This is an optimization exercise on Yosys and OpenROAD, whose aim is small area, not a production implementation. The RTL was checked by simulation tests, not by an equivalence proof against the original design. Power and IR drop assume default switching activity.

==> design.v <==
module byte_escape_encoder (
    input  wire [7:0] v,
    input  wire       code,
    output wire [7:0] out,
    output wire       two
);
    assign two = (v[7:2] == 6'b011111) & (v[1] | v[0]);
    assign out = code ? (v[1] ? {7'b0011000, v[0]} : 8'h2F)
                      : (two ? 8'h7F : v);
endmodule
module byte_escape_decoder (
    input  wire       esc,
    input  wire [7:0] b,
    output wire       esc_next,
    output wire       out_valid,
    output wire [7:0] out_value
);
    wire hi7 = (b[7:2] == 6'b011111);
    assign esc_next  = ~esc & hi7 & b[1] & b[0];
    assign out_valid = esc ? ((b == 8'h2F) | (b[7:1] == 7'b0011000))
                           : ~(hi7 & b[0]);
    assign out_value = esc ? {6'b011111, ~b[1], b[1] | b[0]} : b;
endmodule
module frame_sync_detector (
    input  wire [7:0] rx_data,
    output wire       is_sync,
    output wire       is_cmd
);
    assign is_sync = (rx_data == 8'h7E);
    assign is_cmd  = (rx_data == 8'h80);
endmodule
module renard_framer (
    input  wire [1:0] ph,
    input  wire [7:0] buf_rdata,
    output wire [7:0] tx_data,
    output wire       item_two
);
    wire [7:0] enc;
    byte_escape_encoder u_enc (
        .v    (buf_rdata),
        .code (ph[0]),
        .out  (enc),
        .two  (item_two)
    );
    assign tx_data = ph[1] ? enc : (ph[0] ? 8'h80 : 8'h7E);
endmodule
module renard_codec (
    input  wire        clk,
    input  wire        rst,
    input  wire [31:0] cfg_rate,
    input  wire        cmd_valid,
    output wire        cmd_ready,
    input  wire [1:0]  cmd_op,
    input  wire [9:0]  cmd_n,
    output wire        busy,
    output reg         done,
    output reg  [1:0]  status,
    output wire [9:0]  buf_addr,
    output wire        buf_we,
    output wire [7:0]  buf_wdata,
    input  wire [7:0]  buf_rdata,
    output wire        tx_valid,
    output wire [7:0]  tx_data,
    input  wire        tx_ready,
    input  wire        rx_valid,
    input  wire [7:0]  rx_data,
    output wire        rx_ready,
    output wire        open_valid,
    output wire [31:0] open_rate,
    input  wire        open_ready
);
    localparam [3:0] IDLE    = 4'b0000,
                     I_FILL  = 4'b0001,
                     I_OPEN  = 4'b0010,
                     W_SYNC  = 4'b0100,
                     W_CMD   = 4'b0101,
                     W_DATA  = 4'b0110,
                     W_CODE  = 4'b0111,
                     R_HUNT  = 4'b1000,
                     R_AWAIT = 4'b1001,
                     R_DATA  = 4'b1010,
                     R_ESC   = 4'b1011;    
    localparam [1:0] ST_OK = 2'd0, ST_FRAMING = 2'd1, ST_INVALID = 2'd2, ST_ILLEGAL = 2'd3;
    reg [3:0]  phase;
    reg [8:0]  idx;       
    reg [9:0]  N;         
    reg        bound;     
    reg [31:0] rate;
    wire idle    = (phase == IDLE);
    wire in_fill = (phase == I_FILL);
    wire in_open = (phase == I_OPEN);
    wire in_w    = ~phase[3] & phase[2];
    wire in_r    =  phase[3];
    wire in_data =  phase[3] & phase[1];
    wire esc     =  phase[0];
    wire [9:0] idx_inc = {1'b0, idx} + 10'd1;
    wire       last    = (idx_inc == N);
    wire       n_zero  = (N == 10'd0);
    wire item_two;
    renard_framer u_framer (
        .ph        (phase[1:0]),
        .buf_rdata (buf_rdata),
        .tx_data   (tx_data),
        .item_two  (item_two)
    );
    wire is_sync, is_cmd;
    frame_sync_detector u_fsd (
        .rx_data (rx_data),
        .is_sync (is_sync),
        .is_cmd  (is_cmd)
    );
    wire       dec_esc_next;
    wire       dec_out_valid;
    wire [7:0] dec_out_value;
    byte_escape_decoder u_dec (
        .esc       (esc),
        .b         (rx_data),
        .esc_next  (dec_esc_next),
        .out_valid (dec_out_valid),
        .out_value (dec_out_value)
    );
    wire store = in_data & rx_valid & dec_out_valid;
    assign cmd_ready  = idle;
    assign busy       = ~idle;
    assign buf_addr   = {1'b0, idx};
    assign buf_we     = ~rst & (in_fill | store);
    assign buf_wdata  = in_fill ? 8'h00 : dec_out_value;
    assign tx_valid   = ~rst & in_w;
    assign rx_ready   = ~rst & in_r;
    assign open_valid = ~rst & in_open;
    assign open_rate  = rate;
    reg [3:0] phase_n;
    reg       fin;        
    reg [1:0] fin_st;
    reg       step;       
    always @(*) begin
        phase_n = phase;
        fin     = 1'b0;
        fin_st  = ST_OK;
        step    = 1'b0;
        case (phase)
            IDLE: begin
                if (cmd_valid) begin
                    fin    = 1'b1;
                    fin_st = ST_ILLEGAL;
                    case (cmd_op)
                        2'd0: begin
                            if (!bound) begin
                                if (cmd_n[9] & (|cmd_n[8:0])) begin
                                    fin_st = ST_INVALID;
                                end else begin
                                    fin     = 1'b0;
                                    phase_n = (cmd_n == 10'd0) ? I_OPEN : I_FILL;
                                end
                            end
                        end
                        2'd1: if (bound) begin fin = 1'b0; phase_n = W_SYNC; end
                        2'd2: if (bound) begin fin = 1'b0; phase_n = R_HUNT; end
                        default: ;
                    endcase
                end
            end
            I_FILL: begin
                step = 1'b1;
                if (last) phase_n = I_OPEN;
            end
            I_OPEN: begin
                if (open_ready) begin
                    fin     = 1'b1;
                    phase_n = IDLE;
                end
            end
            W_SYNC: if (tx_ready) phase_n = W_CMD;
            W_CMD: begin
                if (tx_ready) begin
                    if (n_zero) begin
                        fin     = 1'b1;
                        phase_n = IDLE;
                    end else begin
                        phase_n = W_DATA;
                    end
                end
            end
            W_DATA, W_CODE: begin
                if (tx_ready) begin
                    if (item_two & ~phase[0]) begin
                        phase_n = W_CODE;
                    end else begin
                        step = 1'b1;
                        if (last) begin
                            fin     = 1'b1;
                            phase_n = IDLE;
                        end else begin
                            phase_n = W_DATA;
                        end
                    end
                end
            end
            R_HUNT: if (rx_valid & is_sync) phase_n = R_AWAIT;
            R_AWAIT: begin
                if (rx_valid) begin
                    if (!is_cmd) begin
                        fin     = 1'b1;
                        fin_st  = ST_FRAMING;
                        phase_n = IDLE;
                    end else if (n_zero) begin
                        fin     = 1'b1;
                        phase_n = IDLE;
                    end else begin
                        phase_n = R_DATA;
                    end
                end
            end
            R_DATA, R_ESC: begin
                if (rx_valid) begin
                    phase_n = {3'b101, dec_esc_next};
                    if (dec_out_valid) begin
                        step = 1'b1;
                        if (last) begin
                            fin     = 1'b1;
                            phase_n = IDLE;
                        end
                    end
                end
            end
            default: phase_n = IDLE;
        endcase
    end
    always @(posedge clk) begin
        if (rst) begin
            phase  <= IDLE;
            bound  <= 1'b0;
            status <= ST_OK;
            done   <= 1'b0;
        end else begin
            phase <= phase_n;
            done  <= fin;
            if (fin)
                status <= fin_st;
            if (idle & cmd_valid & (cmd_op == 2'd0) & ~(cmd_n[9] & (|cmd_n[8:0])))
                bound <= 1'b1;
        end
    end
    always @(posedge clk) begin
        if (idle)
            idx <= 9'd0;
        else if (step)
            idx <= idx_inc[8:0];
        if (!bound)
            N <= cmd_n;
        if (rst)
            rate <= cfg_rate;
    end
endmodule
==> flow/run.sh <==
#!/bin/bash
# Standard ORFS layout with minimum-size port buffers and a lighter clock tree.
set -euo pipefail
export BUFFER_PORTS_ARGS="-buffer_cell sky130_fd_sc_hd__buf_1"
export CTS_ARGS="-sink_clustering_enable -repair_clock_nets -dont_use_dummy_load"
bash standard.sh > standard.log 2>&1
==> standard.sh <==
#!/bin/bash
# synth_recipe.tcl (not shown) runs the flow's synth.tcl, then flattens the netlist and writes it again
# the make line also repeats each setting of config.mk as NAME=value (left out here)
make -C /OpenROAD-flow-scripts/flow DESIGN_CONFIG=/design/flow/config.mk WORK_HOME=/design/flow/orfs CLKGATE_MAP_FILE= SYNTH_SCRIPT=/design/flow/synth_recipe.tcl "${@:-finish}"
==> config.mk <==
export PLATFORM = sky130hd
export DESIGN_NAME = renard_codec
export DESIGN_NICKNAME = renard_codec
export VERILOG_FILES = /design/flow/design.v
export SDC_FILE = /design/flow/constraint.sdc
export NUM_CORES = 4
export LEC_CHECK = 0
export CAP_MARGIN = 20
export CORE_MARGIN = 2
export CORE_UTILIZATION = 40
export PLACE_DENSITY = 0.6
export SLEW_MARGIN = 20
==> constraint.sdc <==
create_clock -name core_clock -period 8.0 [get_ports {clk}]
set_input_delay 1.6000 -clock core_clock [delete_from_list [all_inputs] [get_ports {clk}]]
set_output_delay 1.6000 -clock core_clock [all_outputs]
set_load 0.01 [all_outputs]
==> impl_metrics.csv, run 1 <==
group,metric,value,unit
run_status,status,"no timing/DRC/antenna violations",
place,gp_congestion,0.893,
critical_path,path_class,"input pin to primary output",
global_routing,grt_remaining_overflow,0,
timing,fmax,0.211,GHz
clock_tree,cts_root_buf,"clkbuf_8",
logic_synthesis,ys_seq_area_share,51.5,%
clock_tree,clk_latency,320,ps
power_and_ir_drop,total_power,0.891,mW
layout,drive_gt1_share,3.43,%
timing,setup_violations,0,
clock_tree,post_cts_resized,0,
floorplanning,fp-row-count,32,
floorplanning,dieWidth,92.2,um
clock_tree,path_clk_slew,60,ps
timing,slew_viol_final,0,
critical_path,critical_path_required,6400,ps
drt,dr.pass1.iters,4,
critical_path,worst-r2r-cell-count,8,
logic_synthesis,synth_cells,309,
critical_path,setup.worst_path.start,"rx_data[5]",
worst_hold_path,worstHoldEndpoint,"status[1]",
clock_tree,postCtsSetupBuffers,0,
global_routing,grt_pass1_wl,12.5,mm
critical_path,timing.rr.start,"idx[0]",
place,portBuffers,131,
logic_synthesis,synth-edff-count,42,
clock_tree,numCtsBuffers,9,
layout,final_cells,539,
critical_path,arrival,3150,ps
clock_tree,postCtsHoldBufs,0,
logic_synthesis,synth_ff_type,"edfxtp_1",
place,dpl.cell_count,530,
timing,worst_pin_slew,933,ps
timing,holdWs,463,ps
floorplanning,dieArea,8490,um^2
floorplanning,start_util,40.7,%
logic_synthesis,synth_seq_cells,59,
floorplanning,coreArea,7650,um^2
critical_path,cp-start-kind,"input pin",
timing,rsz0062_at_grt,"no",
global_routing,grt_max_degree,42,
layout,area_growth,22.3,%
floorplanning,io_pins,133,
drt,wl_per_cell,14.4,um
critical_path,timing.rr.end,"phase[2]",
logic_synthesis,avgSynthCellArea,10.1,um^2
critical_path,worst-path-max-fanout,4,
global_routing,grt_pass1_vias,2698,
worst_hold_path,whs_path_depth,2,
logic_synthesis,yosys_warnings,1,
logic_synthesis,yosys.area.top_type,"edfxtp_1",
drt,routed_wl,7.74,mm
global_routing,gr-usage-all-layers,18.4,%
place,dp_hpwl,5.94,mm
clock_tree,clock_sinks,59,
timing,period_needed,4750,ps
critical_path,r2r_slack,5130,ps
timing,max_slew_margin,37.8,%
clock_tree,h-tree-depth,3,
logic_synthesis,synthesis.area,3110,um^2
layout,diodes,0,
power_and_ir_drop,p_leak,1.33,nW
global_routing,antenna_found_initial,0,
layout,nNetsFinal,511,
logic_synthesis,synthDistinctLibCells,58,
power_and_ir_drop,power_density,234,nW/um^2
drt,drtIter0Drc,179,
clock_tree,cts_buffer_depth,2,
job,drv_cap,0,
logic_synthesis,synthesis.nets,381,
timing,tns,0,ps
drt,drcViolationCount,0,
timing,finalHoldViolations,0,
worst_hold_path,hold_path_class,"register to register",
timing,period_share,59.4,%
power_and_ir_drop,max-vdd-ir-drop,0.120,mV
layout,layout_common_cells,"buf_1, edfxtp_1, nor2_1",
clock_tree,cts_tree,"done",
layout,fin_util,49.7,%
layout,final_common_cell,"buf_1",
timing,finClkSkew,15.6,ps
logic_synthesis,yosysTopAreaCellShare,40.6,%
logic_synthesis,netlist_top_cells_area,"edfxtp_1, dfxtp_1, nor2_1",
drt,drtAntennaViolNets,0,
drt,via_count,2871,
floorplanning,die_h,92.2,um
logic_synthesis,async_flop_share,0,%
worst_hold_path,worstHoldStart,"status[1]",
drt,viasPerCell,5.33,
critical_path,end_kind,"primary output",
## power by group
part           total (mW)  internal [mW]  switching, mW
combinational       0.297          0.105          0.192
clock               0.195         0.0997         0.0952
sequential          0.398          0.360         0.0382
total               0.891          0.565          0.325
## synthesized netlist by cell type, types with 8 or more instances
library cell / instances
a21oi_1: 21
clkbuf_1: 9
dfxtp_1: 17
edfxtp_1: 42
inv_1: 18
nand2_1: 19
nand3_1: 8
nor2_1: 35
nor3_1: 8
nor4_1: 10
o21ai_0: 16
xnor2_1: 10
## layout make-up
type	count	area (um^2)
Fill cell	777	3840
Sequential cell	59	1600
Multi-Input combinational cell	220	1390
Timing Repair Buffer	131	493
Tap cell	102	128
Clock buffer	9	124
Inverter	18	67.6
## critical path, stage by stage
cell and delay (ps):
buf_1 130, or3b_2 460, a22oi_1 290, nand3_1 130
inv_1 110, nand3_1 80, a21oi_1 180, buf_1 180
## through the flow
stage | worst slack [ps] | instance area [um^2]
final | 3250 | 3800
after global routing | 3110 | 3800
after CTS | 3250 | 3800
after detailed placement | 3260 | 3680
after global placement | 3280 | 3680
after floorplan | 3610 | 3110
## layer usage
metal,track usage (%),up-vias,share of wire [%]
met5,0,-,0
li1,-,1404,-
met4,6.34,0,1.4
met3,4.44,13,8.6
met2,29.2,137,45
met1,24.6,1317,45
## flip-flops by register name, indices dropped and copies added, names as in the netlist
signal / cells
bound: 1
status: 2
rate: 32
done: 1
phase: 4
N: 10
idx: 9
## worst max path at each step
stage,end,depth (start not counted)
after floorplan,buf_we,6
after global placement,buf_we,8
after detailed placement,buf_we,8
after CTS,buf_we,8
after global routing,buf_we,8
final,buf_we,8
## cells by family (layout without fill, tap and decap cells)
group	count (synthesis)	in the layout	share of synthesized area, %
compound gates	75	75	15.9
xor+xnor	15	15	4.67
fa+ha+maj	6	6	2.41
buf+inv	30	158	3.82
flops	59	59	51.5
mux	1	1	0.322
other cells	1	1	0.121
simple gates	122	122	21.2
==> run 2: changes to the inputs <==
==> flow/run.sh (replaced) <==
#!/bin/bash
set -euo pipefail
export BUFFER_PORTS_ARGS="-buffer_cell sky130_fd_sc_hd__buf_1"
export CTS_ARGS="-sink_clustering_enable -repair_clock_nets -dont_use_dummy_load -sink_clustering_size 64 -sink_clustering_max_diameter 400 -buf_list sky130_fd_sc_hd__clkbuf_8 -root_buf sky130_fd_sc_hd__clkbuf_8"
bash standard.sh > standard.log 2>&1
==> impl_metrics.csv, run 2 <==
group,metric,value,unit
critical_path,arrival,3150,ps
place,placed_cell_area,3680,um^2
drt,via_count,2871,
logic_synthesis,async_flop_share,0,%
power_and_ir_drop,power_density,234,nW/um^2
clock_tree,clock_sinks,59,
logic_synthesis,synth_top_family_by_area,"simple AND/OR/NAND/NOR gates",
clock_tree,cts_tree,"done",
critical_path,critical_path_required,6400,ps
logic_synthesis,synthDistinctLibCells,58,
timing,setup_violations,0,
drt,viasPerCell,5.33,
clock_tree,cts_root_buf,"clkbuf_8",
timing,worst_pin_slew,933,ps
timing,max_slew_margin,37.8,%
worst_hold_path,worstHoldStart,"status[1]",
drt,drcViolationCount,0,
logic_synthesis,synthesis.nets,381,
timing,slew_viol_final,0,
timing,period_needed,4750,ps
timing,rsz0062_at_grt,"no",
place,gp_congestion,0.893,
logic_synthesis,post-synth-top-count-cell,"edfxtp_1",
logic_synthesis,yosysTopAreaCellShare,40.6,%
floorplanning,start_util,40.7,%
layout,largest_reg_flops,32,
clock_tree,cts_buffer_depth,2,
logic_synthesis,ys_top_cells_by_count,"edfxtp_1, nor2_1, a21oi_1",
critical_path,r2r_slack,5130,ps
clock_tree,clk_latency,320,ps
logic_synthesis,yosys_warnings,1,
clock_tree,postCtsHoldBufs,0,
critical_path,path_class,"input pin to primary output",
logic_synthesis,synth_fa_ha_area_share,2.41,%
global_routing,grt_pass1_vias,2698,
place,portBuffers,131,
layout,layout_common_cells,"buf_1, edfxtp_1, nor2_1",
clock_tree,h-tree-depth,3,
global_routing,grt_remaining_overflow,0,
logic_synthesis,netlist_top_cells_area,"edfxtp_1, dfxtp_1, nor2_1",
layout,reg_top3,"rate: 32 flops, N: 10 flops, idx: 9 flops",
logic_synthesis,avgSynthCellArea,10.1,um^2
global_routing,antenna_found_initial,0,
layout,drive_gt1_share,3.43,%
worst_hold_path,whs_path_depth,2,
drt,drtIter0Drc,179,
logic_synthesis,synthXorXnorAreaFrac,4.67,%
power_and_ir_drop,p_leak,1.33,nW
logic_synthesis,synth_compound_area_share,15.9,%
timing,finClkSkew,15.6,ps
floorplanning,coreArea,7650,um^2
power_and_ir_drop,max-vdd-ir-drop,0.120,mV
logic_synthesis,synthesis.area,3110,um^2
layout,regMostFlops,"rate",
clock_tree,postCtsSetupBuffers,0,
drt,routed_wl,7.74,mm
critical_path,cp-start-kind,"input pin",
critical_path,worst-path-max-fanout,4,
floorplanning,dieWidth,92.2,um
worst_hold_path,hold_path_class,"register to register",
layout,area_growth,22.3,%
critical_path,timing.rr.end,"phase[2]",
drt,wl_per_cell,14.4,um
logic_synthesis,muxShareOfSynthArea,0.322,%
critical_path,end_kind,"primary output",
global_routing,grt_max_degree,42,
global_routing,gr-usage-all-layers,18.4,%
critical_path,worst-r2r-cell-count,8,
worst_hold_path,worstHoldEndpoint,"status[1]",
timing,tns,0,ps
floorplanning,fp-row-count,32,
timing,finalHoldViolations,0,
layout,nFillCells,777,
place,dp_hpwl,5.94,mm
logic_synthesis,synth-edff-count,42,
layout,diodes,0,
floorplanning,io_pins,133,
drt,drtAntennaViolNets,0,
power_and_ir_drop,total_power,0.891,mW
logic_synthesis,synth_seq_cells,59,
run_status,status,"no timing/DRC/antenna violations",
layout,final_common_cell,"buf_1",
timing,fmax,0.211,GHz
job,drv_cap,0,
drt,dr.pass1.iters,4,
logic_synthesis,synth_cells,309,
clock_tree,numCtsBuffers,9,
clock_tree,post_cts_resized,0,
logic_synthesis,synth_ff_type,"edfxtp_1",
timing,period_share,59.4,%
clock_tree,path_clk_slew,60,ps
floorplanning,dieArea,8490,um^2
critical_path,timing.rr.start,"idx[0]",
logic_synthesis,ys_seq_area_share,51.5,%
logic_synthesis,synth_simple_gate_area_share,21.2,%
layout,design_area,3800,um^2
global_routing,grt_pass1_wl,12.5,mm
logic_synthesis,yosys.area.top_type,"edfxtp_1",
floorplanning,die_h,92.2,um
layout,nNetsFinal,511,
[run 2: cells by family after synthesis]
group | count (synthesis)
compound gates | 75
xor+xnor | 15
fa+ha+maj | 6
buf+inv | 30
flops | 59
mux | 1
other cells | 1
simple gates | 122
[run 2: how the worst max path moves through the flow]
stage | from | end | slack, ps
2_1_floorplan | rx_data[6] | buf_we | 3610
3_3_place_gp | rx_data[5] | buf_we | 3280
3_5_place_dp | rx_data[5] | buf_we | 3260
4_1_cts | rx_data[5] | buf_we | 3250
5_1_grt | rx_data[5] | buf_we | 3110
6_report | rx_data[5] | buf_we | 3250
[run 2: routing by layer]
metal | wire length, um | global-route usage (%) | up-vias
met2 | 3490 | 29.2 | 137
met3 | 666 | 4.44 | 13
met4 | 111 | 6.34 | 0
met5 | 0 | 0 | -
met1 | 3470 | 24.6 | 1317
li1 | - | - | 1404
[run 2: stage by stage]
| stage | worst slack, ps | utilization (%) | std cells | hold slack (ps) |
|---|---|---|---|---|
| 2_1_floorplan | 3610 | - | 309 | 480 |
| 3_3_place_gp | 3280 | 48.1 | 530 | 452 |
| 3_5_place_dp | 3260 | 48.1 | 530 | 457 |
| 4_1_cts | 3250 | 49.7 | 539 | 466 |
| 5_1_grt | 3110 | 49.7 | 539 | 528 |
| 6_report | 3250 | 49.7 | 539 | 463 |
[run 2: cell type report]
class	instances	area, um^2	area share, %
Sequential cell	59	1600	42.1
Multi-Input combinational cell	220	1390	36.5
Timing Repair Buffer	131	493	13.0
Tap cell	102	128	3.36
Clock buffer	9	124	3.26
Inverter	18	67.6	1.78
[run 2: critical path: stages]
cell,delay (ps)
buf_1,130
or3b_2,460
a22oi_1,290
nand3_1,130
inv_1,110
nand3_1,80
a21oi_1,180
buf_1,180
[run 2: where the power goes]
part,switching (mW),internal (mW)
registers,0.0382,0.360
clock network,0.0952,0.0997
logic,0.192,0.105
==> run 3: changes to the inputs <==
==> run.sh (new file) <==
#!/bin/bash
# synth_recipe.tcl (not shown) runs the flow's synth.tcl, then flattens the netlist and writes it again
# the make line also repeats each setting of config.mk as NAME=value (left out here)
make -C /OpenROAD-flow-scripts/flow DESIGN_CONFIG=/design/flow/config.mk WORK_HOME=/design/flow/orfs CLKGATE_MAP_FILE= SYNTH_SCRIPT=/design/flow/synth_recipe.tcl finish
removed: flow/run.sh
removed: standard.sh
==> impl_metrics.csv, run 3 <==
group,metric,value,unit
clock_tree,clk_latency,330,ps
logic_synthesis,ys_top_cells_by_count,"edfxtp_1, nor2_1, a21oi_1",
floorplanning,start_util,40.7,%
global_routing,grt_pass1_vias,2701,
layout,largest_reg_flops,32,
timing,setup_violations,0,
clock_tree,cts_buffer_depth,2,
clock_tree,h-tree-depth,3,
power_and_ir_drop,max-vdd-ir-drop,0.148,mV
timing,tns,0,ps
floorplanning,fp-row-count,32,
layout,layout_common_cells,"clkdlybuf4s50_1, edfxtp_1, nor2_1",
logic_synthesis,avgSynthCellArea,10.1,um^2
layout,regMostFlops,"rate",
drt,viasPerCell,5.30,
floorplanning,die_h,92.2,um
logic_synthesis,synthDistinctLibCells,58,
timing,holdWs,477,ps
logic_synthesis,async_flop_share,0,%
global_routing,gr-usage-all-layers,20.1,%
critical_path,path_class,"input pin to primary output",
drt,dr.pass1.iters,4,
power_and_ir_drop,p_leak,1.73,nW
drt,wl_per_cell,15.7,um
timing,period_share,68.8,%
critical_path,cpPeakStageDelay,580,ps
place,gp_congestion,0.945,
drt,via_count,2896,
timing,rsz0062_at_grt,"no",
worst_hold_path,hold_path_class,"register to register",
timing,finalHoldViolations,0,
logic_synthesis,synth_ff_type,"edfxtp_1",
drt,routed_wl,8.58,mm
global_routing,grt_remaining_overflow,0,
drt,drtIter0Drc,200,
place,dp_hpwl,6.52,mm
layout,nFillCells,664,
logic_synthesis,post-synth-top-count-cell,"edfxtp_1",
layout,final-seq-area,1600,um^2
critical_path,arrival,3900,ps
floorplanning,dieArea,8490,um^2
layout,reg_top3,"rate: 32 flops, N: 10 flops, idx: 9 flops",
critical_path,path_cells,"clkdlybuf4s50_1 > or3b_2 > a22oi_1 > nand3_1 > inv_1 > nand3_1 > a21oi_1 > clkdlybuf4s50_1",
clock_tree,clock_sinks,59,
logic_synthesis,yosys.area.top_type,"edfxtp_1",
run_status,status,"no timing/DRC/antenna violations",
drt,drtAntennaViolNets,0,
power_and_ir_drop,total_power,1.13,mW
logic_synthesis,yosys_warnings,1,
logic_synthesis,ys_seq_area_share,51.5,%
layout,final_common_cell,"clkdlybuf4s50_1",
critical_path,worst-path-max-fanout,4,
layout,multi_input_area,1390,um^2
clock_tree,cts_root_buf,"clkbuf_8",
logic_synthesis,synthesis.nets,381,
clock_tree,postCtsSetupBuffers,0,
timing,period_needed,5500,ps
global_routing,grt_pass1_wl,13.5,mm
global_routing,antenna_found_initial,0,
clock_tree,numCtsBuffers,9,
floorplanning,coreArea,7650,um^2
logic_synthesis,synth_seq_cells,59,
floorplanning,io_pins,133,
power_and_ir_drop,power_density,239,nW/um^2
job,drv_cap,0,
timing,worst_pin_slew,895,ps
timing,fmax,0.182,GHz
clock_tree,path_clk_slew,60,ps
critical_path,critical_path_required,6400,ps
timing,max_slew_margin,40.3,%
timing,finClkSkew,11.1,ps
logic_synthesis,synth_cells,309,
logic_synthesis,synth-edff-count,42,
clock_tree,post_cts_resized,0,
critical_path,slowest_stage,"clkdlybuf4s50_1",
logic_synthesis,synthesis.area,3110,um^2
logic_synthesis,netlist_top_cells_area,"edfxtp_1, dfxtp_1, nor2_1",
logic_synthesis,yosysTopAreaCellShare,40.6,%
layout,diodes,0,
drt,drcViolationCount,0,
critical_path,cp-start-kind,"input pin",
global_routing,grt_max_degree,42,
layout,drive_gt1_share,4.50,%
layout,nNetsFinal,511,
floorplanning,dieWidth,92.2,um
clock_tree,cts_tree,"done",
timing,slew_viol_final,0,
place,portBuffers,131,
layout,area_growth,52.3,%
critical_path,end_kind,"primary output",
clock_tree,postCtsHoldBufs,0,
run 3: report_power, final:
group          switching, mW  internal, mW  leakage (nW)
logic                  0.199         0.200          1.05
registers             0.0387         0.360         0.556
clock network          0.119         0.216         0.117
run 3: worst max-delay path: cells and delay by family:
family	cells	cell delay, ps
buffers and inverters	3	1190
AND/OR/NAND/NOR	3	640
AO/OA/AOI/OAI	2	470
run 3: logic make-up (layout without fill, tap and decap cells):
logic type,count (synthesis),count (layout),synth area share (%)
flip-flops,59,59,51.5
AO/OA/AOI/OAI,75,75,15.9
XOR/XNOR,15,15,4.67
buffers and inverters,30,165,3.82
multiplexers,1,1,0.322
other,1,1,0.121
adder cells (fa/ha/maj),6,6,2.41
AND/OR/NAND/NOR,122,122,21.2
run 3: final timing paths:
| path | end | depth (start not counted) | slack, ps | start |
|---|---|---|---|---|
| setup / recovery | buf_we | 8 | 2500 | rx_data[5] |
| hold / removal | status[1] | 2 | 480 | status[1] |
| setup reg to reg | phase[2] | 8 | 5050 | idx[0] |
| hold reg to reg | status[1] | 2 | 480 | status[1] |
run 3: routing by layer:
layer	global-route usage [%]	up-vias	part of all wire, %
met3	4.68	4	6.1
met1	28.0	1359	46
met4	5.10	0	0.49
met2	31.9	120	47
li1	-	1413	-
met5	0	-	0
run 3: per-stage QoR:
stage | std cells | utilization, % | cell area, um^2 | worst slack (ps)
global placement | 530 | 58.7 | 4490 | 2530
floorplan | 309 | - | 3110 | 3610
detailed placement | 530 | 58.7 | 4490 | 2520
global route | 546 | 61.9 | 4730 | 2380
finish | 546 | 61.9 | 4730 | 2500
CTS | 546 | 61.9 | 4730 | 2520
run 3: cell type report:
cell class	count	area share (%)
clock buffers	12	3.07
clock inverters	4	2.06
well taps	102	2.70
multi-input cells	220	29.3
repair buffers	131	27.6
inverters	18	1.43
flip-flops and latches	59	33.8
==> run 4: changes to the inputs <==
==> flow/run.sh (new file) <==
#!/bin/bash
set -euo pipefail
export BUFFER_PORTS_ARGS="-buffer_cell sky130_fd_sc_hd__buf_1"
export CTS_ARGS="-sink_clustering_enable -repair_clock_nets -dont_use_dummy_load -sink_clustering_size 30 -sink_clustering_max_diameter 200 -buf_list sky130_fd_sc_hd__clkbuf_4 -root_buf sky130_fd_sc_hd__clkbuf_4"
bash standard.sh > standard.log 2>&1
==> standard.sh (new file) <==
#!/bin/bash
# synth_recipe.tcl (not shown) runs the flow's synth.tcl, then flattens the netlist and writes it again
# the make line also repeats each setting of config.mk as NAME=value (left out here)
make -C /OpenROAD-flow-scripts/flow DESIGN_CONFIG=/design/flow/config.mk WORK_HOME=/design/flow/orfs CLKGATE_MAP_FILE= SYNTH_SCRIPT=/design/flow/synth_recipe.tcl "${@:-finish}"
--- a/config.mk
+++ b/config.mk
@@ -8,5 +8,5 @@
 export CAP_MARGIN = 20
 export CORE_MARGIN = 2
-export CORE_UTILIZATION = 40
-export PLACE_DENSITY = 0.6
+export CORE_UTILIZATION = 70
+export PLACE_DENSITY = 0.8
 export SLEW_MARGIN = 20
removed: run.sh
==> impl_metrics.csv, run 4 <==
group,metric,value,unit
power_and_ir_drop,max-vdd-ir-drop,0.206,mV
power_and_ir_drop,p_leak,1.30,nW
global_routing,grt_pass1_wl,12.5,mm
timing,finalHoldViolations,0,
layout,final_common_cell,"buf_1",
drt,drtAntennaViolNets,0,
logic_synthesis,ys_seq_area_share,51.5,%
logic_synthesis,synthDistinctLibCells,58,
clock_tree,postCtsHoldBufs,0,
logic_synthesis,yosysTopAreaCellShare,40.6,%
clock_tree,cts_buffer_depth,2,
logic_synthesis,ys_top_cells_by_count,"edfxtp_1, nor2_1, a21oi_1",
timing,rsz0062_at_grt,"no",
logic_synthesis,synth_ff_type,"edfxtp_1",
layout,regMostFlops,"rate",
global_routing,grt_max_degree,42,
critical_path,critical_path_required,6400,ps
drt,wl_per_cell,16.3,um
layout,drive_gt1_share,3.43,%
floorplanning,dieArea,4990,um^2
logic_synthesis,synth_seq_cells,59,
critical_path,cp-start-kind,"input pin",
layout,design_area,3680,um^2
logic_synthesis,synth_cells,309,
logic_synthesis,synth-edff-count,42,
layout,layout_common_cells,"buf_1, edfxtp_1, nor2_1",
drt,viasPerCell,6.26,
floorplanning,die_h,70.6,um
clock_tree,post_cts_resized,0,
job,drv_cap,0,
power_and_ir_drop,power_density,228,nW/um^2
timing,tns,0,ps
clock_tree,h-tree-depth,3,
clock_tree,postCtsSetupBuffers,0,
timing,period_share,59.2,%
logic_synthesis,async_flop_share,0,%
run_status,status,"no timing/DRC/antenna violations",
layout,diodes,0,
layout,largest_reg_flops,32,
clock_tree,cts_root_buf,"clkbuf_4",
logic_synthesis,post-synth-top-count-cell,"edfxtp_1",
logic_synthesis,avgSynthCellArea,10.1,um^2
place,place_ws,3280,ps
timing,holdWs,474,ps
floorplanning,fp-row-count,24,
logic_synthesis,yosys_warnings,1,
clock_tree,path_clk_slew,70,ps
layout,fin_util,85.2,%
power_and_ir_drop,total_power,0.840,mW
global_routing,grt_remaining_overflow,0,
floorplanning,coreArea,4320,um^2
layout,final_cells,489,
clock_tree,clk_latency,400,ps
drt,drcViolationCount,0,
place,dpl.cell_count,480,
floorplanning,start_util,71.9,%
place,gp_congestion,0.932,
timing,slew_viol_final,0,
clock_tree,numCtsBuffers,9,
timing,setup_violations,0,
logic_synthesis,synthesis.area,3110,um^2
timing,period_needed,4730,ps
timing,finClkSkew,20.6,ps
global_routing,grt_pass1_vias,2667,
layout,reg_top3,"rate: 32 flops, N: 10 flops, idx: 9 flops",
critical_path,path_class,"input pin to primary output",
timing,max_slew_margin,36.2,%
layout,nNetsFinal,511,
drt,via_count,3061,
worst_hold_path,hold_path_class,"register to register",
global_routing,gr-usage-all-layers,32.5,%
logic_synthesis,yosys.area.top_type,"edfxtp_1",
drt,dr.pass1.iters,8,
timing,setup_slack,3270,ps
floorplanning,dieWidth,70.6,um
critical_path,end_kind,"primary output",
drt,routed_wl,7.97,mm
place,placed_cell_area,3620,um^2
logic_synthesis,netlist_top_cells_area,"edfxtp_1, dfxtp_1, nor2_1",
floorplanning,io_pins,133,
clock_tree,cts_tree,"done",
drt,drtIter0Drc,298,
place,portBuffers,131,
logic_synthesis,synthesis.nets,381,
critical_path,arrival,3130,ps
place,dp_hpwl,6.10,mm
timing,fmax,0.211,GHz
layout,area_growth,18.5,%
critical_path,worst-path-max-fanout,4,
timing,worst_pin_slew,956,ps
global_routing,antenna_found_initial,0,
clock_tree,clock_sinks,59,
## run 4: worst max-delay path, stage by stage
cell and delay, ps:
buf_1 130, or3b_2 460, a22oi_1 290, nand3_1 120, inv_1 100, nand3_1 80
a21oi_1 180, buf_1 180
## run 4: power breakdown
group,leakage [nW],switching [mW],internal (mW)
Clock,0.0414,0.0884,0.0521
Combinational,0.704,0.197,0.105
Sequential,0.556,0.0380,0.359
Total,1.30,0.323,0.517
## run 4: path summary, 6_finish.rpt
kind	to	slack, ps	start	depth (start not counted)
worst max-delay path	buf_we	3270	rx_data[5]	8
worst min-delay path	status[1]	470	status[1]	2
worst min register to register	status[1]	470	status[1]	2
worst max register to register	status[0]	5060	phase[0]	7
## run 4: per-layer routing
layer  part of all wire [%]  routed length, um  up-vias  global-route usage [%]
li1                       -                  -     1401                       -
met1                     37               2950     1377                    43.1
met2                     47               3770      249                    50.5
met3                     13               1000       34                    9.40
met4                    3.1                249        0                    14.3
met5                      0                  0        -                       0
## run 4: kinds of logic (layout without fill, tap and decap cells)
group,after synthesis,in the layout,synth area share (%)
AO/OA/AOI/OAI,75,75,15.9
XOR/XNOR,15,15,4.67
AND/OR/NAND/NOR,122,122,21.2
buffers and inverters,30,158,3.82
other,1,1,0.121
flip-flops,59,59,51.5
multiplexers,1,1,0.322
adder cells (fa/ha/maj),6,6,2.41
## run 4: area by class of cell
| class | instances | area (um^2) |
|---|---|---|
| clock buffers | 9 | 67.6 |
| well taps | 52 | 65.1 |
| multi-input cells | 220 | 1390 |
| repair buffers | 131 | 493 |
| fillers | 256 | 641 |
| flip-flops and latches | 59 | 1600 |
| inverters | 18 | 67.6 |

[afterwards: timing with drivers on the ports]
The results above use ideal ports. As a check the final layouts listed here were re-extracted and re-timed, cells and wires unchanged. Step 1 (the two cells are an assumption about what drives the block):
set clk [get_ports {clk}]
set_driving_cell -lib_cell sky130_fd_sc_hd__clkbuf_16 $clk
set_driving_cell -lib_cell sky130_fd_sc_hd__buf_2 [delete_from_list [all_inputs] $clk]
Step 2 adds t to the input delays and takes it off the output delays; t is the mean of the earliest and latest rising clock arrival at the registers after step 1. Input paths then give back, and output paths get back, about the clock's delay inside the block. Slacks: no drivers / after step 1 / after step 2; pairs: no drivers / after step 1.
| run | t (ns) | setup slack, ns | worst register clock-pin slew, ns | worst slew at a driven data input, ns | cell pins on the clock port's net |
|---|---|---|---|---|---|
| run 1 | 0.340 | 3.250 / 3.223 / 3.223 | 0.06 / 0.06 | 0.04 | 1 |
| run 2 | 0.340 | 3.250 / 3.223 / 3.223 | 0.06 / 0.06 | 0.04 | 1 |
| run 3 | 0.350 | 2.498 / 2.463 / 2.463 | 0.07 / 0.07 | 0.05 | 1 |
| run 4 | 0.416 | 3.267 / 3.243 / 3.243 | 0.09 / 0.09 | 0.05 | 1 |
After both steps every run listed still meets setup and hold. The setup slack of run 3, which loses most, moves by -0.035 ns with the drivers and by -0.035 ns with both steps.
